This is an optimization exercise on Yosys and OpenROAD, whose aim is a short achievable clock period, not a production implementation.
At most, simulation tests tie the RTL to the original design; equivalence was not proved.
No activity file was given, so power comes from the tool's default toggle rates.

==> flow/design.v <==
module sport_frame_decoder (
    input  wire        clk,
    input  wire        rst,         
    input  wire        in_valid,
    input  wire [7:0]  in_data,
    output wire        frame_valid,
    output wire [71:0] frame_data,
    output wire        evt_valid,
    output wire [3:0]  evt_kind,
    output wire [31:0] evt_value
);
    localparam [7:0] START     = 8'h7E;
    localparam [7:0] ESC       = 8'h7D;
    localparam [7:0] ESC_XOR   = 8'h20;
    localparam [7:0] DEVICE_ID = 8'h1B;
    localparam [7:0] FRAME_TYPE= 8'h10;
    reg       s_idle, s_pay, s_esc;
    reg [3:0] cur;
    reg       p8, e8;
    reg [63:0] fb;
    reg       acc_q;
    reg [3:0] kind_q;
    wire step   = in_valid && !rst;
    wire is_esc = (in_data == ESC);
    wire wr     = step && (s_esc || (s_pay && !is_esc));
    wire [7:0] wdata = s_esc ? (in_data ^ ESC_XOR) : in_data;
    wire [3:0] cur_next = cur + 4'd1;
    always @(posedge clk) begin
        if (rst) begin
            s_idle <= 1'b1;
            s_pay  <= 1'b0;
            s_esc  <= 1'b0;
            cur    <= 4'd0;
            p8     <= 1'b0;
            e8     <= 1'b0;
        end else if (in_valid) begin
            if (s_idle) begin
                if (in_data == START) begin
                    s_idle <= 1'b0;
                    s_pay  <= 1'b1;
                    cur    <= 4'd0;
                end
            end else if (s_pay) begin
                if (is_esc) begin
                    s_pay <= 1'b0;
                    s_esc <= 1'b1;
                    e8    <= p8;
                    p8    <= 1'b0;
                end else begin
                    cur    <= cur_next;
                    s_idle <= p8;
                    s_pay  <= !p8;
                    p8     <= (cur == 4'd7);
                    e8     <= 1'b0;
                end
            end else if (s_esc) begin
                cur    <= cur_next;
                s_idle <= e8;
                s_esc  <= 1'b0;
                s_pay  <= !e8;
                p8     <= (cur == 4'd7);
                e8     <= 1'b0;
            end
        end
    end
    integer k;
    always @(posedge clk) begin
        for (k = 0; k < 8; k = k + 1)
            if (wr && cur == k)
                fb[8*k +: 8] <= wdata;
    end
    wire [7:0]  device_id    = fb[7:0];
    wire [7:0]  frame_type   = fb[15:8];
    wire [15:0] data_type_id = fb[31:16];
    reg       known;
    reg [3:0] kind;
    always @(*) begin
        known = 1'b1;
        kind  = 4'd0;
        case (data_type_id)
            16'h0600: kind = 4'd0;    
            16'h0800: kind = 4'd1;    
            16'h0210: kind = 4'd2;    
            16'h0910: kind = 4'd3;    
            16'h0200: kind = 4'd4;    
            16'h0840: kind = 4'd5;    
            16'hF101: kind = 4'd6;    
            16'h0400: kind = 4'd7;    
            16'h0410: kind = 4'd8;    
            16'h0100: kind = 4'd9;    
            16'h0820: kind = 4'd10;   
            16'h0420: kind = 4'd11;   
            16'h0830: kind = 4'd12;   
            16'h0430: kind = 4'd13;   
            16'h0440: kind = 4'd14;   
            16'h0110: kind = 4'd15;   
            default:  known = 1'b0;
        endcase
    end
    always @(posedge clk) begin
        acc_q  <= (device_id == DEVICE_ID) && (frame_type == FRAME_TYPE) && known;
        kind_q <= kind;
    end
    localparam integer NA = 102;      
    localparam integer G  = 8;        
    localparam integer ND = (NA + G - 1) / G;
    wire        ep8 = e8 | p8;
    wire        e8n = ~e8;
    wire [3:0]  kv  = acc_q ? kind_q : 4'd0;
    wire [31:0] vv  = acc_q ? fb[63:32] : 32'd0;
    wire [NA-1:0] src = {vv, kv, acc_q, fb, 1'b1};
    wire [NA-1:0] zn  = ~(ep8 ? src : {NA{1'b0}});
    wire [NA-1:0] a_out;
    wire [ND-1:0] cn;
    genvar g, j;
    generate
        for (g = 0; g < ND; g = g + 1) begin : dec
            sfd_dec u_dec (
                .v(in_valid), .r(rst), .d(in_data), .e8n(e8n), .cn(cn[g])
            );
        end
        for (j = 0; j < NA; j = j + 1) begin : bitg
            g_nor2 u_bit (.a(cn[j / G]), .b(zn[j]), .y(a_out[j]));
        end
    endgenerate
    wire       ln;
    wire [7:0] dn;
    sfd_decl u_ldec (
        .v(in_valid), .r(rst), .d(in_data), .e8n(e8n), .en(ep8), .cn(ln)
    );
    generate
        for (j = 0; j < 8; j = j + 1) begin : lastg
            if (j == 5) begin : fl
                g_xnor2 u_x (.a(in_data[j]), .b(e8), .y(dn[j]));
            end else begin : pl
                g_inv u_i (.a(in_data[j]), .y(dn[j]));
            end
            g_nor2 u_bit (.a(ln), .b(dn[j]), .y(frame_data[64 + j]));
        end
    endgenerate
    assign frame_valid       = a_out[0];
    assign frame_data[63:0]  = a_out[64:1];
    assign evt_valid         = a_out[65];
    assign evt_kind          = a_out[69:66];
    assign evt_value         = a_out[101:70];
endmodule
module sfd_dec (
    input  wire       v,
    input  wire       r,
    input  wire [7:0] d,
    input  wire       e8n,
    output wire       cn
);
    wire nlo, nhi, eqlo, eqhi, m, vr;
    g_nand4b u_lo  (.an(d[1]), .b(d[0]), .c(d[2]), .d(d[3]), .y(nlo));
    g_nand4b u_hi  (.an(d[7]), .b(d[4]), .c(d[5]), .d(d[6]), .y(nhi));
    g_inv    u_ilo (.a(nlo), .y(eqlo));
    g_inv    u_ihi (.a(nhi), .y(eqhi));
    g_nand3  u_m   (.a(eqlo), .b(eqhi), .c(e8n), .y(m));
    g_vr2    u_vr  (.v(v), .r(r), .y(vr));
    g_nand2  u_cn  (.a(vr), .b(m), .y(cn));
endmodule
module sfd_decl (
    input  wire       v,
    input  wire       r,
    input  wire [7:0] d,
    input  wire       e8n,
    input  wire       en,
    output wire       cn
);
    wire nlo, nhi, eqlo, eqhi, m, vr;
    g_nand4b u_lo  (.an(d[1]), .b(d[0]), .c(d[2]), .d(d[3]), .y(nlo));
    g_nand4b u_hi  (.an(d[7]), .b(d[4]), .c(d[5]), .d(d[6]), .y(nhi));
    g_inv    u_ilo (.a(nlo), .y(eqlo));
    g_inv    u_ihi (.a(nhi), .y(eqhi));
    g_nand3  u_m   (.a(eqlo), .b(eqhi), .c(e8n), .y(m));
    g_vr     u_vr  (.v(v), .r(r), .en(en), .y(vr));
    g_nand2  u_cn  (.a(vr), .b(m), .y(cn));
endmodule
module g_vr2 (
    input  wire v,
    input  wire r,
    output wire y
);
    assign y = v & ~r;
endmodule
module g_vr (
    input  wire v,
    input  wire r,
    input  wire en,
    output wire y
);
    assign y = v & ~r & en;
endmodule
module g_nand4b (
    input  wire an,
    input  wire b,
    input  wire c,
    input  wire d,
    output wire y
);
    assign y = ~(~an & b & c & d);
endmodule
module g_nand3 (
    input  wire a,
    input  wire b,
    input  wire c,
    output wire y
);
    assign y = ~(a & b & c);
endmodule
module g_nand2 (
    input  wire a,
    input  wire b,
    output wire y
);
    assign y = ~(a & b);
endmodule
module g_nor2 (
    input  wire a,
    input  wire b,
    output wire y
);
    assign y = ~(a | b);
endmodule
module g_inv (
    input  wire a,
    output wire y
);
    assign y = ~a;
endmodule
module g_xnor2 (
    input  wire a,
    input  wire b,
    output wire y
);
    assign y = ~(a ^ b);
endmodule
export LEC_CHECK = 0
export CAP_MARGIN = 20
export CORE_MARGIN = 2
export CORE_UTILIZATION = 45
export SETUP_SLACK_MARGIN = 3.2
export SLEW_MARGIN = 20
export SYNTH_HIERARCHICAL = 1
create_clock -name core_clock -period 6.0 [get_ports {clk}]
run.sh (not shown) runs the stock make flow with config.mk's settings and CLKGATE_MAP_FILE= SYNTH_SCRIPT=/design/flow/synth_recipe.tcl, a recipe that flattens the netlist after the stock synthesis.
Change:
--- a/flow/design.v
+++ b/flow/design.v
@@ -60,21 +60,19 @@
                 s_pay  <= !e8;
                 p8     <= (cur == 4'd7);
                 e8     <= 1'b0;
             end
         end
     end
-    integer k;
     always @(posedge clk) begin
-        for (k = 0; k < 8; k = k + 1)
-            if (wr && cur == k)
-                fb[8*k +: 8] <= wdata;
-    end
-    wire [7:0]  device_id    = fb[7:0];
-    wire [7:0]  frame_type   = fb[15:8];
-    wire [15:0] data_type_id = fb[31:16];
+        if (wr)
+            fb <= {wdata, fb[63:8]};
+    end
+    wire [7:0]  device_id    = fb[15:8];
+    wire [7:0]  frame_type   = fb[23:16];
+    wire [15:0] data_type_id = fb[39:24];
     reg       known;
     reg [3:0] kind;
     always @(*) begin
         known = 1'b1;
         kind  = 4'd0;
         case (data_type_id)
@@ -95,72 +93,80 @@
             16'h0440: kind = 4'd14;   
             16'h0110: kind = 4'd15;   
             default:  known = 1'b0;
         endcase
     end
     always @(posedge clk) begin
-        acc_q  <= (device_id == DEVICE_ID) && (frame_type == FRAME_TYPE) && known;
-        kind_q <= kind;
+        if (wr && cur == 4'd7) begin
+            acc_q  <= (device_id == DEVICE_ID) && (frame_type == FRAME_TYPE) && known;
+            kind_q <= kind;
+        end
     end
     localparam integer NA = 102;      
-    localparam integer G  = 8;        
+    localparam integer G  = 4;        
     localparam integer ND = (NA + G - 1) / G;
     wire        ep8 = e8 | p8;
     wire        e8n = ~e8;
     wire [3:0]  kv  = acc_q ? kind_q : 4'd0;
     wire [31:0] vv  = acc_q ? fb[63:32] : 32'd0;
     wire [NA-1:0] src = {vv, kv, acc_q, fb, 1'b1};
     wire [NA-1:0] zn  = ~(ep8 ? src : {NA{1'b0}});
     wire [NA-1:0] a_out;
     wire [ND-1:0] cn;
+    localparam integer NV = (ND + 1) / 2;
+    wire [NV-1:0] vr;
     genvar g, j;
     generate
+        for (g = 0; g < NV; g = g + 1) begin : vrg
+            g_vr2 u_vr (.v(in_valid), .r(rst), .y(vr[g]));
+        end
         for (g = 0; g < ND; g = g + 1) begin : dec
             sfd_dec u_dec (
-                .v(in_valid), .r(rst), .d(in_data), .e8n(e8n), .cn(cn[g])
+                .vr(vr[g / 2]), .d(in_data), .e8n(e8n), .cn(cn[g])
             );
         end
         for (j = 0; j < NA; j = j + 1) begin : bitg
             g_nor2 u_bit (.a(cn[j / G]), .b(zn[j]), .y(a_out[j]));
         end
     endgenerate
-    wire       ln;
+    wire [1:0] ln;
     wire [7:0] dn;
-    sfd_decl u_ldec (
-        .v(in_valid), .r(rst), .d(in_data), .e8n(e8n), .en(ep8), .cn(ln)
+    sfd_decl u_ldec0 (
+        .v(in_valid), .r(rst), .d(in_data), .e8n(e8n), .en(ep8), .cn(ln[0])
+    );
+    sfd_decl u_ldec1 (
+        .v(in_valid), .r(rst), .d(in_data), .e8n(e8n), .en(ep8), .cn(ln[1])
     );
     generate
         for (j = 0; j < 8; j = j + 1) begin : lastg
             if (j == 5) begin : fl
                 g_xnor2 u_x (.a(in_data[j]), .b(e8), .y(dn[j]));
             end else begin : pl
                 g_inv u_i (.a(in_data[j]), .y(dn[j]));
             end
-            g_nor2 u_bit (.a(ln), .b(dn[j]), .y(frame_data[64 + j]));
+            g_nor2 u_bit (.a(ln[j / 4]), .b(dn[j]), .y(frame_data[64 + j]));
         end
     endgenerate
     assign frame_valid       = a_out[0];
     assign frame_data[63:0]  = a_out[64:1];
     assign evt_valid         = a_out[65];
     assign evt_kind          = a_out[69:66];
     assign evt_value         = a_out[101:70];
 endmodule
 module sfd_dec (
-    input  wire       v,
-    input  wire       r,
+    input  wire       vr,
     input  wire [7:0] d,
     input  wire       e8n,
     output wire       cn
 );
-    wire nlo, nhi, eqlo, eqhi, m, vr;
+    wire nlo, nhi, eqlo, eqhi, m;
     g_nand4b u_lo  (.an(d[1]), .b(d[0]), .c(d[2]), .d(d[3]), .y(nlo));
     g_nand4b u_hi  (.an(d[7]), .b(d[4]), .c(d[5]), .d(d[6]), .y(nhi));
     g_inv    u_ilo (.a(nlo), .y(eqlo));
     g_inv    u_ihi (.a(nhi), .y(eqhi));
     g_nand3  u_m   (.a(eqlo), .b(eqhi), .c(e8n), .y(m));
-    g_vr2    u_vr  (.v(v), .r(r), .y(vr));
     g_nand2  u_cn  (.a(vr), .b(m), .y(cn));
 endmodule
 module sfd_decl (
     input  wire       v,
     input  wire       r,
     input  wire [7:0] d,
After rerunning: The changed run ran to the end with no violations; wire length went up by 21%; synthesized area goes up by 10%; setup slack improves by 0.038 ns; clock-buffer cell count stays the same; design area climbs by 20%; sequential cell count does not change; synthesized cell count climbs by 13%; non-clock buffer count is higher by 13; final cell count is higher by 11%; combinational power climbs by 38%; sequential share of layout area shrinks by 5.0 points; global-route usage rose by 1.8 points; core utilization went up by 7.4 points; hold slack is worse by 0.061 ns.
For the second run of this note, only the layout was checked, not whether the RTL still works.

* * *

// sport_frame_decoder: RTL as listed in full above, without the edits since
Settings: LEC_CHECK=0, CAP_MARGIN=20, CORE_AREA=2 2 142 82, DIE_AREA=0 0 144 84, SETUP_SLACK_MARGIN=3.2, SLEW_MARGIN=20, SYNTH_HIERARCHICAL=1; clock period 6.0 ns.
standard.sh (not shown) runs the stock make flow with config.mk's settings and CLKGATE_MAP_FILE= SYNTH_SCRIPT=/design/flow/synth_recipe.tcl, a recipe that flattens the netlist after the stock synthesis.
==> flow/flow/run.sh <==
#!/bin/bash
# Standard layout, with the pin placement constraints in flow/io.tcl.
set -uo pipefail
bash standard.sh IO_CONSTRAINTS="$PWD/flow/io.tcl" finish > standard.log 2>&1
Other scripts of this flow, unchanged in this note and not shown: flow/flow/io.tcl
==> next run, changes <==
--- a/flow/design.v
+++ b/flow/design.v
@@ -61,19 +61,17 @@
                 p8     <= (cur == 4'd7);
                 e8     <= 1'b0;
             end
         end
     end
-    integer k;
     always @(posedge clk) begin
-        for (k = 0; k < 8; k = k + 1)
-            if (wr && cur == k)
-                fb[8*k +: 8] <= wdata;
-    end
-    wire [7:0]  device_id    = fb[7:0];
-    wire [7:0]  frame_type   = fb[15:8];
-    wire [15:0] data_type_id = fb[31:16];
+        if (wr)
+            fb <= {wdata, fb[63:8]};
+    end
+    wire [7:0]  device_id    = fb[15:8];
+    wire [7:0]  frame_type   = fb[23:16];
+    wire [15:0] data_type_id = fb[39:24];
     reg       known;
     reg [3:0] kind;
     always @(*) begin
         known = 1'b1;
         kind  = 4'd0;
@@ -96,12 +94,14 @@
             16'h0110: kind = 4'd15;   
             default:  known = 1'b0;
         endcase
     end
     always @(posedge clk) begin
-        acc_q  <= (device_id == DEVICE_ID) && (frame_type == FRAME_TYPE) && known;
-        kind_q <= kind;
+        if (wr && cur == 4'd7) begin
+            acc_q  <= (device_id == DEVICE_ID) && (frame_type == FRAME_TYPE) && known;
+            kind_q <= kind;
+        end
     end
     localparam integer NA = 102;      
     localparam integer G  = 8;        
     localparam integer ND = (NA + G - 1) / G;
     wire        ep8 = e8 | p8;
What happened:
- non-clock buffer count came out higher by 45
- die area is unchanged
- wire length climbs by 1.9%
- setup slack got worse by 42 ps
- worst hold slack loses 57 ps
- synthesized cell count goes down by 2.6%
- clock skew is about the same
- combinational power went up by 18%

* * *

Another version of the RTL of sport_frame_decoder (not shown whole).
Size in the first run: ~630 cells after synthesis, about 78 flip-flops, ~120 I/O pins.
==> module sport_frame_decoder, before the edit <==
module sport_frame_decoder (
    input  wire        clk,
    input  wire        rst,         
    input  wire        in_valid,
    input  wire [7:0]  in_data,
    output wire        frame_valid,
    output wire [71:0] frame_data,
    output wire        evt_valid,
    output wire [3:0]  evt_kind,
    output wire [31:0] evt_value
);
    localparam [7:0] START     = 8'h7E;
    localparam [7:0] ESC       = 8'h7D;
    localparam [7:0] ESC_XOR   = 8'h20;
    localparam [7:0] DEVICE_ID = 8'h1B;
    localparam [7:0] FRAME_TYPE= 8'h10;
    reg       s_idle, s_pay, s_esc;
    reg [3:0] cur;
    reg       p8, e8;
    reg [63:0] fb;
    reg       acc_q;
    reg [3:0] kind_q;
    wire step   = in_valid && !rst;
    wire is_esc = (in_data == ESC);
    wire wr     = step && (s_esc || (s_pay && !is_esc));
    wire [7:0] wdata = s_esc ? (in_data ^ ESC_XOR) : in_data;
    wire [3:0] cur_next = cur + 4'd1;
    always @(posedge clk) begin
        if (rst) begin
            s_idle <= 1'b1;
            s_pay  <= 1'b0;
            s_esc  <= 1'b0;
            cur    <= 4'd0;
            p8     <= 1'b0;
            e8     <= 1'b0;
        end else if (in_valid) begin
            if (s_idle) begin
                if (in_data == START) begin
                    s_idle <= 1'b0;
                    s_pay  <= 1'b1;
                    cur    <= 4'd0;
                end
            end else if (s_pay) begin
                if (is_esc) begin
                    s_pay <= 1'b0;
                    s_esc <= 1'b1;
                    e8    <= p8;
                    p8    <= 1'b0;
                end else begin
                    cur    <= cur_next;
                    s_idle <= p8;
                    s_pay  <= !p8;
                    p8     <= (cur == 4'd7);
                    e8     <= 1'b0;
                end
            end else if (s_esc) begin
                cur    <= cur_next;
                s_idle <= e8;
                s_esc  <= 1'b0;
                s_pay  <= !e8;
                p8     <= (cur == 4'd7);
                e8     <= 1'b0;
            end
        end
    end
    always @(posedge clk) begin
        if (wr)
            fb <= {wdata, fb[63:8]};
    end
    wire [7:0]  device_id    = fb[15:8];
    wire [7:0]  frame_type   = fb[23:16];
    wire [15:0] data_type_id = fb[39:24];
    reg       known;
    reg [3:0] kind;
    always @(*) begin
        known = 1'b1;
        kind  = 4'd0;
        case (data_type_id)
            16'h0600: kind = 4'd0;    
            16'h0800: kind = 4'd1;    
            16'h0210: kind = 4'd2;    
            16'h0910: kind = 4'd3;    
            16'h0200: kind = 4'd4;    
            16'h0840: kind = 4'd5;    
            16'hF101: kind = 4'd6;    
            16'h0400: kind = 4'd7;    
            16'h0410: kind = 4'd8;    
            16'h0100: kind = 4'd9;    
            16'h0820: kind = 4'd10;   
            16'h0420: kind = 4'd11;   
            16'h0830: kind = 4'd12;   
            16'h0430: kind = 4'd13;   
            16'h0440: kind = 4'd14;   
            16'h0110: kind = 4'd15;   
            default:  known = 1'b0;
        endcase
    end
    always @(posedge clk) begin
        if (wr && cur == 4'd7) begin
            acc_q  <= (device_id == DEVICE_ID) && (frame_type == FRAME_TYPE) && known;
            kind_q <= kind;
        end
    end
    localparam integer NA = 102;      
    localparam integer G  = 4;        
    localparam integer ND = (NA + G - 1) / G;
    wire        ep8 = e8 | p8;
    wire        e8n = ~e8;
    wire [3:0]  kv  = acc_q ? kind_q : 4'd0;
    wire [31:0] vv  = acc_q ? fb[63:32] : 32'd0;
    wire [NA-1:0] src = {vv, kv, acc_q, fb, 1'b1};
    wire [NA-1:0] zn  = ~(ep8 ? src : {NA{1'b0}});
    wire [NA-1:0] a_out;
    wire [ND-1:0] cn;
    genvar g, j;
    generate
        for (g = 0; g < ND; g = g + 1) begin : dec
            sfd_dec u_dec (
                .v(in_valid), .r(rst), .d(in_data), .e8n(e8n), .cn(cn[g])
            );
        end
        for (j = 0; j < NA; j = j + 1) begin : bitg
            g_nor2 u_bit (.a(cn[j / G]), .b(zn[j]), .y(a_out[j]));
        end
    endgenerate
    wire [1:0] ln;
    wire [7:0] dn;
    sfd_decl u_ldec0 (
        .v(in_valid), .r(rst), .d(in_data), .e8n(e8n), .en(ep8), .cn(ln[0])
    );
    sfd_decl u_ldec1 (
        .v(in_valid), .r(rst), .d(in_data), .e8n(e8n), .en(ep8), .cn(ln[1])
    );
    generate
        for (j = 0; j < 8; j = j + 1) begin : lastg
            if (j == 5) begin : fl
                g_xnor2 u_x (.a(in_data[j]), .b(e8), .y(dn[j]));
            end else begin : pl
                g_inv u_i (.a(in_data[j]), .y(dn[j]));
            end
            g_nor2 u_bit (.a(ln[j / 4]), .b(dn[j]), .y(frame_data[64 + j]));
        end
    endgenerate
    assign frame_valid       = a_out[0];
    assign frame_data[63:0]  = a_out[64:1];
    assign evt_valid         = a_out[65];
    assign evt_kind          = a_out[69:66];
    assign evt_value         = a_out[101:70];
endmodule
==> module sfd_dec, before the edit <==
module sfd_dec (
    input  wire       v,
    input  wire       r,
    input  wire [7:0] d,
    input  wire       e8n,
    output wire       cn
);
    wire nlo, nhi, eqlo, eqhi, m, vr;
    g_nand4b u_lo  (.an(d[1]), .b(d[0]), .c(d[2]), .d(d[3]), .y(nlo));
    g_nand4b u_hi  (.an(d[7]), .b(d[4]), .c(d[5]), .d(d[6]), .y(nhi));
    g_inv    u_ilo (.a(nlo), .y(eqlo));
    g_inv    u_ihi (.a(nhi), .y(eqhi));
    g_nand3  u_m   (.a(eqlo), .b(eqhi), .c(e8n), .y(m));
    g_vr2    u_vr  (.v(v), .r(r), .y(vr));
    g_nand2  u_cn  (.a(vr), .b(m), .y(cn));
endmodule
export LEC_CHECK = 0
export CAP_MARGIN = 20
export CORE_MARGIN = 2
export CORE_UTILIZATION = 45
export SETUP_SLACK_MARGIN = 3.2
export SLEW_MARGIN = 20
export SYNTH_HIERARCHICAL = 1
create_clock -name core_clock -period 6.0 [get_ports {clk}]
==> flow/flow/run.sh <==
#!/bin/bash
# Standard layout; setup repair may size, swap pins, clone and remove
# buffers, but does not insert new buffers (SETUP_MOVE_SEQUENCE).
set -uo pipefail
bash standard.sh SETUP_MOVE_SEQUENCE=unbuffer,sizeup,swap,clone finish > standard.log 2>&1
==> next run, changes <==
--- a/flow/design.v
+++ b/flow/design.v
@@ -113,9 +113,14 @@
     wire [NA-1:0] a_out;
     wire [ND-1:0] cn;
+    localparam integer NV = (ND + 1) / 2;
+    wire [NV-1:0] vr;
     genvar g, j;
     generate
+        for (g = 0; g < NV; g = g + 1) begin : vrg
+            g_vr2 u_vr (.v(in_valid), .r(rst), .y(vr[g]));
+        end
         for (g = 0; g < ND; g = g + 1) begin : dec
             sfd_dec u_dec (
-                .v(in_valid), .r(rst), .d(in_data), .e8n(e8n), .cn(cn[g])
+                .vr(vr[g / 2]), .d(in_data), .e8n(e8n), .cn(cn[g])
             );
         end
@@ -149,11 +154,10 @@
 endmodule
 module sfd_dec (
-    input  wire       v,
-    input  wire       r,
+    input  wire       vr,
     input  wire [7:0] d,
     input  wire       e8n,
     output wire       cn
 );
-    wire nlo, nhi, eqlo, eqhi, m, vr;
+    wire nlo, nhi, eqlo, eqhi, m;
     g_nand4b u_lo  (.an(d[1]), .b(d[0]), .c(d[2]), .d(d[3]), .y(nlo));
     g_nand4b u_hi  (.an(d[7]), .b(d[4]), .c(d[5]), .d(d[6]), .y(nhi));
@@ -161,5 +165,4 @@
     g_inv    u_ihi (.a(nhi), .y(eqhi));
     g_nand3  u_m   (.a(eqlo), .b(eqhi), .c(e8n), .y(m));
-    g_vr2    u_vr  (.v(v), .r(r), .y(vr));
     g_nand2  u_cn  (.a(vr), .b(m), .y(cn));
 endmodule
What happened: The new run finished clean; clock skew stays flat; setup slack gets worse by 0.024 ns; sequential power hardly moves; maximum frequency drops slightly; clock power grows by about a fifth; count of clock-buffer cells in the layout is lower by 2; design area is lower by a few percent; total power is higher by a few percent.
For the second run of this note, only the layout was checked, not whether the RTL still works.

-- separate check: timing with driven ports --
How much do the figures lean on ideal ports? The routed layouts below were timed once more, with nothing changed but the port constraints. Step 1, drivers: a clkbuf_16 drives clk and a buf_2 each remaining input, both assumed. Step 2 adds t to the input delays and takes it off the output delays; t is the mean of the earliest and latest rising clock arrival at the registers after step 1. Input paths then give back, and output paths get back, about the clock's delay inside the block. Three values: ideal, step 1, step 2; two values: the first two.
run | shift t [ns] | setup slack, ns | hold WS [ns] | slew at the worst register clock pin (ns) | pins driven straight from the clock port
the first run of note 1 | 0.376 | 2.673 / 2.521 / 2.521 | 0.537 / 0.537 / 0.537 | 0.09 / 0.09 | 1
the second run of note 1 | 0.385 | 2.711 / 2.495 / 2.495 | 0.476 / 0.476 / 0.476 | 0.06 / 0.06 | 1
the first run of note 2 | 0.378 | 2.692 / 2.465 / 2.465 | 0.544 / 0.544 / 0.544 | 0.07 / 0.07 | 1
the second run of note 2 | 0.382 | 2.650 / 2.499 / 2.499 | 0.487 / 0.487 / 0.487 | 0.07 / 0.07 | 1
the first run of note 3 | 0.389 | 2.813 / 2.597 / 2.597 | 0.482 / 0.482 / 0.482 | 0.06 / 0.06 | 1
the second run of note 3 | 0.383 | 2.789 / 2.545 / 2.545 | 0.474 / 0.474 / 0.474 | 0.06 / 0.06 | 1
After both steps setup and hold are still met in every run listed. The setup slack of the second run of note 3, which loses most, moves by -0.244 ns with the drivers and by -0.244 ns with both steps.
